From an optimization exercise on the open Yosys and OpenROAD flow, aimed at small area, a short achievable clock period and few clock cycles per item; shortcuts taken in it are not production practice.
Only simulation tests tie the RTL to the original design; equivalence was not proved.
No activity file was given, so power comes from the tool's default toggle rates.

==> flow/design.v, too long to show whole: its modules and the start of the top module <==
// module iq_fa: 4 lines
// module iq_mul24: 1446 lines
// module iq_addhi: 88 lines
// module iq_cvt: 35 lines
// module intgemm_quant4: 237 lines
// module iq_hen: 7 lines
// module iq_oreg: 9 lines
// module iq_t3: 7 lines
module intgemm_quant4 (
    input  wire         clk,
    input  wire         rst,         
    input  wire         in_valid,
    output wire         in_ready,
    input  wire         in_mode8,    
    input  wire [31:0]  in_scale,
    input  wire [127:0] in_data,     
    output wire         out_valid,
    input  wire         out_ready,
    output reg  [63:0]  out_codes    
);
  // ...
==> flow/flow/run.sh <==
#!/bin/bash
# The standard layout (standard.sh, all steps), except that the port buffers
# that global placement inserts are plain sky130_fd_sc_hd__buf_4 cells rather
# than the delay cells buffer_ports picks by itself.  Every port keeps its
# buffer.  standard.sh's full output goes to standard.log here; ORFS keeps
# each step's own log under orfs/logs.
set -euo pipefail
export BUFFER_PORTS_ARGS="-buffer_cell sky130_fd_sc_hd__buf_4"
bash standard.sh > standard.log 2>&1
==> flow/standard.sh <==
#!/bin/bash
# synth_recipe.tcl (not shown) runs the flow's synth.tcl, then flattens the netlist and writes it again
# the make line also repeats each setting of config.mk as NAME=value (left out here)
make -C /OpenROAD-flow-scripts/flow DESIGN_CONFIG=/design/flow/config.mk WORK_HOME=/design/flow/orfs CLKGATE_MAP_FILE= SYNTH_SCRIPT=/design/flow/synth_recipe.tcl "${@:-finish}"
==> flow/config.mk <==
export PLATFORM = sky130hd
export DESIGN_NAME = intgemm_quant4
export DESIGN_NICKNAME = intgemm_quant4
export VERILOG_FILES = /design/flow/design.v
export SDC_FILE = /design/flow/constraint.sdc
export NUM_CORES = 4
export LEC_CHECK = 0
export ABC_AREA = 1
export ABC_CLOCK_PERIOD_IN_PS = 6000
export CAP_MARGIN = 50
export CORE_MARGIN = 2
export CORE_UTILIZATION = 55
export PLACE_DENSITY = 0.65
export SLEW_MARGIN = 50
export SYNTH_HIERARCHICAL = 1
==> flow/constraint.sdc <==
create_clock -name core_clock -period 24.0 [get_ports {clk}]
set_input_delay 4.8000 -clock core_clock [delete_from_list [all_inputs] [get_ports {clk}]]
set_output_delay 4.8000 -clock core_clock [all_outputs]
set_load 0.01 [all_outputs]
==> summary.txt, run 1 <==
- Max-cap violations in this run came to 0.
- The total count of hold-check failures in the final report came to 0.
- The total setup violations reported at the end of the flow is 0.
- The completed layout was analyzed and its total power is ~12000 µW.
- The area occupied by multi-input gates is around 58000 µm².
- The run finished with no timing, DRC or antenna violations.
- The core region is about 150000 µm².
- The mapped netlist covers just over 80000 µm².
- Of the total synthesized cell area, the portion taken by XOR and XNOR cells is 0.0137.
- In the post-synthesis netlist, the biggest area contributors are sky130_fd_sc_hd__fa_1 25%, sky130_fd_sc_hd__edfxtp_1 20%, sky130_fd_sc_hd__nand2_1 10%.
- The first global-routing pass estimated approximately 520000 µm of wire.
- The group with the largest share of power is combinational cells.
- The final period utilization is 0.277.
- The beginning of the worst hold path is s1_mode8.
- The leakage power is slightly below 0.04 µW.
- Among all cell classes, the greatest summed area belongs to multi-input combinational cells.
- During I/O placement, the number of pins put on the boundary was about 230.
- The critical path startpoint is in_scale[0].
- Dividing the detail-routed via count by the number of cells gives 6.65.
- With fillers left out, the area of the finished cells amounts to 88700 µm².
- Of the total standard cell area in the layout, the multi-input combinational portion is 0.652.
- The worst setup path is launched from a primary input.
- The power in sequential cells is about 1900 µW.
- At the end of the flow, the number of nets in the layout was roughly 12000.
- Of the total power, the clock network draws 0.090.
- For this run, the top clock speed supported by timing is about 150 MHz.
- The register name with the most flops is s1_frc.
- Counting flops with a built-in enable in the synthesized netlist gives approximately 560.
- The number of multi-input combinational cells in the layout is roughly 8000.
- For this run, asynchronously set or reset flops after synthesis account for 0.
- The hold-fix buffer count after cts is 0.
- The internal power of the cells totals a little under 6000 µW.
- The count of pins over their slew limit came to 0.
- The count of cells in the finished layout, fillers not included, comes to between 10000 and 15000.
- The library cell used most frequently in the layout, excluding fill and tap cells, is sky130_fd_sc_hd__nand2_1.
- The average routed wire per standard cell is 28.2 µm.
- Traced cell by cell, the critical path runs through buf_4 -> ha_1 -> fa_1 -> nand2_1 -> nand2_1 -> nand3_1 -> nand2_1 -> nand2_1 -> nand3_2 -> nand2_1 -> nand2_1 -> ha_1 -> o21ai_0 -> nand2_1 -> nand2_1.
- The number of antenna violations at the first check in global routing is 25.
- The total setup buffers inserted after CTS is 0.
- The number of buffers added by the clock tree synthesis step is 70.
Testbench counts, summed over its fixed seeds: cycles 8,024, items 8,000.
==> run 2: changes to the inputs <==
--- a/flow/config.mk
+++ b/flow/config.mk
@@ -9,7 +9,7 @@
 export ABC_CLOCK_PERIOD_IN_PS = 6000
 export CAP_MARGIN = 50
 export CORE_MARGIN = 2
-export CORE_UTILIZATION = 55
-export PLACE_DENSITY = 0.65
+export CORE_UTILIZATION = 45
+export PLACE_DENSITY = 0.55
 export SLEW_MARGIN = 50
 export SYNTH_HIERARCHICAL = 1
==> run 2 against run 1 <==
Effect of this change: global-route usage fell by 7.9 points; still clean; die area grew 22%; final area is 0.98% higher; critical path type unchanged; clock skew down 0.0015 ns; first-iteration DRC count fell by 20%; sequential cell count unchanged; power is 0.24% lower; core utilization down 10 points; largest cell class unchanged.
==> summary.txt, run 2 <==
- The global-route usage over all layers is 0.381.
- The final period utilization is 0.273 (-0.00387).
- The area used by sequential logic in the layout is about 17000 µm².
- The flop and latch count out of synthesis is 566.
- In the global route stage, met2 resource usage came out at 0.574.
- The share of total power dissipated in combinational logic is 0.752.
- The largest registers in the layout are s1_frc: 115 flops, s2_ha: 96 flops, s2_hb: 96 flops.
- The worst setup path is of the primary input to flop kind.
- The max-capacitance violation count came to 0 (unchanged).
- The clock transition time at the flip-flop clock pins of the worst setup and hold paths is approximately 0.06 ns.
- Yosys printed 22 warnings.
- STA puts the critical path data arrival time at about 7.1 ns.
- The most common cell after layout, fill and taps aside is sky130_fd_sc_hd__nand2_1.
- Summed over all instances, the cell type with the most area after synthesis is sky130_fd_sc_hd__fa_1.
- The clock network fraction of total power is 0.096 (+0.006).
- Summed over all layers, the global routing overflow is 0.
- The number of nets in the layout is 12100 (+0.27%).
- The total count of hold-check failures in the final report is 0 (unchanged).
- The number of sinks handled by clock tree synthesis is approximately 570.
- The H-tree was split into 3 levels.
- Counting instances in the post-synthesis netlist gives the leading cell types as 2228 x sky130_fd_sc_hd__nand2_1, 1343 x sky130_fd_sc_hd__inv_1, 1148 x sky130_fd_sc_hd__a21oi_1.
- The final antenna-violating net count is 0.
- The count of flip-flops with a built-in enable after synthesis was 558 (unchanged).
- The most numerous cell in the Yosys netlist is sky130_fd_sc_hd__nand2_1.
- For the worst flop-to-flop path, the logic depth is 21.
- Of the total power, the share spent switching nets is 0.530.
- The routing layer with the top usage in global route is met2.
- The area growth from synthesis to layout is 8.52%.
- The number of optimization iterations in the first detailed-route pass is 9.
- The placed standard-cell area is ~87000 µm².
- The die covers between 150000 and 200000 µm².
- Hold timing on the final database bottoms out at a slack of between 0.4 and 0.5 ns.
- The total setup buffers inserted after CTS is 0 (unchanged).
- The boundary pin count is 231 (unchanged).
- The critical path required time is between 20 and 25 ns.
- The share of total power dissipated in sequential elements is 0.152.
- The fraction of final layout cells with drive strength greater than 1 is 0.0819.
- For the pin with the worst max-slew slack, the measured transition is 0.773 ns.
- The library cells used most frequently in the layout, excluding fill and tap cells, are 2215 x sky130_fd_sc_hd__nand2_1, 1337 x sky130_fd_sc_hd__inv_1, 1147 x sky130_fd_sc_hd__a21oi_1.
- The CTS tree is built.
- The design internal power is 5770 µW (+0.20%).
- The number of placed instances, taps included is ~13000.
- The worst setup path is launched from a primary input.
- The number of vias per cell is 6.24 (-6.2%).
- The DRC violation total after the first TritonRoute iteration is approximately 10000.
- In this run the power spent charging and discharging nets is roughly 6500 µW.
- The met1 layer usage reported by global route is 0.476.
- In this run the horizontal extent of the chip is 432 µm.
- The share of the synthesized area in the top cell type is 0.249.
- The number of flip-flops in the largest register is roughly 120.
- The hold-fix buffer count after cts is 0 (unchanged).
- The initialized floorplan defines around 160 standard-cell rows.
- The number of buffers added by the clock tree synthesis step was 76 (+8.6%).
- Wires add up to approximately 360000 µm.
- The area of the core region is 183000 µm² (+22%).
- The highest attainable clock frequency is 153 MHz (+1.4%).
- Setup repair after global routing left no endpoint under its margin.
- The sequential share of the synthesized area is 0.205.
- The worst-case clock buffer depth is 3.
- The cell depth of the worst hold path is 0.
- The share of flip-flops with an asynchronous set or reset after synthesis is 0 (unchanged).
- The number of buffer cells added on primary ports is 230.
- For met3 alone, demand over resource in global routing was 0.112.
- The cell at the root of the clock tree is sky130_fd_sc_hd__clkbuf_16.
- Along the worst path, the maximum fanout reaches 4.
- The total standard cell area after synthesis is 82600 µm² (unchanged).
- In the routed design, unresolved DRC markers number 0.
- The first-pass GRT wire length is 530000 µm (+1.3%).
- The average routed wire per standard cell is 27.7 µm (-1.6%).
- Entering global routing, the biggest net connects approximately 140 pins.
- The number of global-route vias before repair is roughly 81000.
- In the final timing run, aggregate negative setup slack is 0 ns.
- The later pin in the worst-skew pair is clocked with a latency of roughly 0.74 ns.
- The most frequently used flop master after synthesis is sky130_fd_sc_hd__edfxtp_1.
- The global placer's final weighted congestion is 1.01.
- Detailed placement ended at an HPWL of roughly 260000 µm.
- The number of standard cells in the layout, taps in and fillers out is 13000 (+3.2%).
- Synthesis produced 10600 cells.
- The area occupied by multi-input gates is 57800 µm² (about the same).
- Yosys mapped the design onto between 60 and 70 distinct sky130hd cell types.
- For the finished layout, the period the worst path requires is 6.55 ns.
- The worst hold path belongs to the class flop to flop.
- IR analysis of the VDD net gives a maximum drop of about 240 µV.
- The mean area per synthesized cell is 7.82 µm².
- The layout has 18300 filler cells.
- The number of antenna violations at the first check in global routing is 19 (-24%).
- The cell area after layout was 89600 µm² (+0.98%).
- The total power density per cell area is ~140 nW/µm².
- After synthesis, the cell types taking the most area are sky130_fd_sc_hd__fa_1 25%, sky130_fd_sc_hd__edfxtp_1 20%, sky130_fd_sc_hd__nand2_1 10%.
- The category of the worst setup path capture point is a flop.
- The register name with the most flops is s1_frc.
- The routed layout has slightly above 80000 vias.
- The overall power of the completed layout is 12300 µW (-0.24%).
- The total setup violations reported at the end of the flow is 0 (unchanged).
- The run finished with no timing, DRC or antenna violations.
- The worst pin sits at a relative slew slack of 0.485.
- The die height is around 430 µm.
- The leakage power is 0.0388 µW (+0.63%).
- The number of cells upsized or downsized after cts is 0.
- The count of pins over their slew limit is 0 (unchanged).
- The setup clock skew after layout is between 0.05 and 0.06 ns.
- The initial standard-cell utilization of the core is 0.452.
run 2: metrics by stage:
stage	setup slack (ns)	utilization
after floorplan	16.42	-
after global placement	16.68	0.474
after detailed placement	16.72	0.476
after CTS	17.52	0.490
after global routing	17.32	0.490
final	17.45	0.490
run 2: cells by family (layout without fill, tap and decap cells):
group / after synthesis / after routing / synth area share
AO/OA/AOI/OAI: 2823 / 2823 / 0.193
XOR/XNOR: 129 / 129 / 0.0137
adder cells (fa/ha/maj): 1353 / 1353 / 0.298
buffers and inverters: 2083 / 2081 / 0.0996
flip-flops: 566 / 566 / 0.205
multiplexers: 4 / 4 / 0.000485
other: 8 / 104 / 0.000364
AND/OR/NAND/NOR: 3597 / 3597 / 0.189
run 2: power groups by stage:
stage / Sequential, µW / Clock [µW] / Combinational, µW
after floorplan: 1840 / 0 / 6380
after global placement: 1910 / 0 / 8960
after detailed placement: 1890 / 0 / 9130
after CTS: 1870 / 1200 / 9220
after global routing: 1890 / 1230 / 10500
final: 1870 / 1180 / 9230
run 2: layer usage:
metal | up-vias | routed length [µm]
met3 | 1463 | 41300
met5 | - | 0
met2 | 5265 | 156000
li1 | 35600 | -
met1 | 39000 | 136000
met4 | 0 | 28000
run 2: per-module statistics from Yosys, one instance, submodules excluded, excerpt:
module | flip-flops and latches | times used | cells inside | area [µm²]
iq_hen | 0 | 4 | 2 | 7.51
iq_fa | 0 | 960 | 1 | 20.0
iq_cvt | 0 | 4 | 565 | 2740
intgemm_quant4 | 564 | 1 | 2580 | 26800
iq_mul24 | 0 | 4 | 991 | 5030
iq_addhi | 0 | 4 | 127 | 980
iq_t3 | 0 | 1 | 276 | 1500
run 2: final timing paths:
path	slack [ns]	end	from
worst max-delay path	17.45	s1_t3[24]	in_scale[0]
worst min-delay path	0.42	s2_mode8	s1_mode8
worst max register to register	17.50	s2_lo[3][1]	s1_frc[4][12]
worst min register to register	0.42	s2_mode8	s1_mode8
run 2: critical path: stages:
cell                      delay, ns
sky130_fd_sc_hd__buf_4         0.14
sky130_fd_sc_hd__ha_1          0.26
sky130_fd_sc_hd__fa_1          0.47
sky130_fd_sc_hd__nand2_1       0.09
sky130_fd_sc_hd__nand2_1       0.08
sky130_fd_sc_hd__nand3_1       0.08
sky130_fd_sc_hd__nand2_1       0.17
sky130_fd_sc_hd__nand2_1       0.22
sky130_fd_sc_hd__nand3_2       0.10
sky130_fd_sc_hd__nand2_1       0.09
sky130_fd_sc_hd__nand2_1       0.06
sky130_fd_sc_hd__ha_1          0.27
sky130_fd_sc_hd__o21ai_0       0.08
sky130_fd_sc_hd__nand2_1       0.07
sky130_fd_sc_hd__nand2_1       0.06
run 2: cell type report:
type | count | area share
flip-flops and latches | 566 | 0.189
multi-input cells | 7994 | 0.645
diodes | 16 | 0.000447
inverters | 1462 | 0.0616
clock buffers | 81 | 0.0219
well taps | 2385 | 0.0333
repair buffers | 482 | 0.0425
clock inverters | 56 | 0.00593

[afterwards: timing with drivers on the ports]
How much do the figures lean on ideal ports? The routed layouts below were timed once more, with nothing changed but the port constraints.
Step 1 sets driving cells, clkbuf_16 on the clock port and buf_2 on the other inputs (assumed; they add their load-dependent delay and slew).
Step 2 adds t to the input delays and takes it off the output delays; t is the mean of the earliest and latest rising clock arrival at the registers after step 1. Input paths then give back, and output paths get back, about the clock's delay inside the block.
a / b / c = ideal / step 1 / step 2; a / b = the first two.
run	t, ns	setup slack, ns	worst data-port slew with drivers (ns)	pins driven straight from the clock port
run 1	0.802	17.355 / 17.361 / 16.559	0.22	1
run 2	0.808	17.448 / 17.496 / 16.688	0.17	1
After both steps every run listed still meets setup and hold. The setup slack of run 1, which loses most, moves by +0.006 ns with the drivers and by -0.796 ns with both steps.
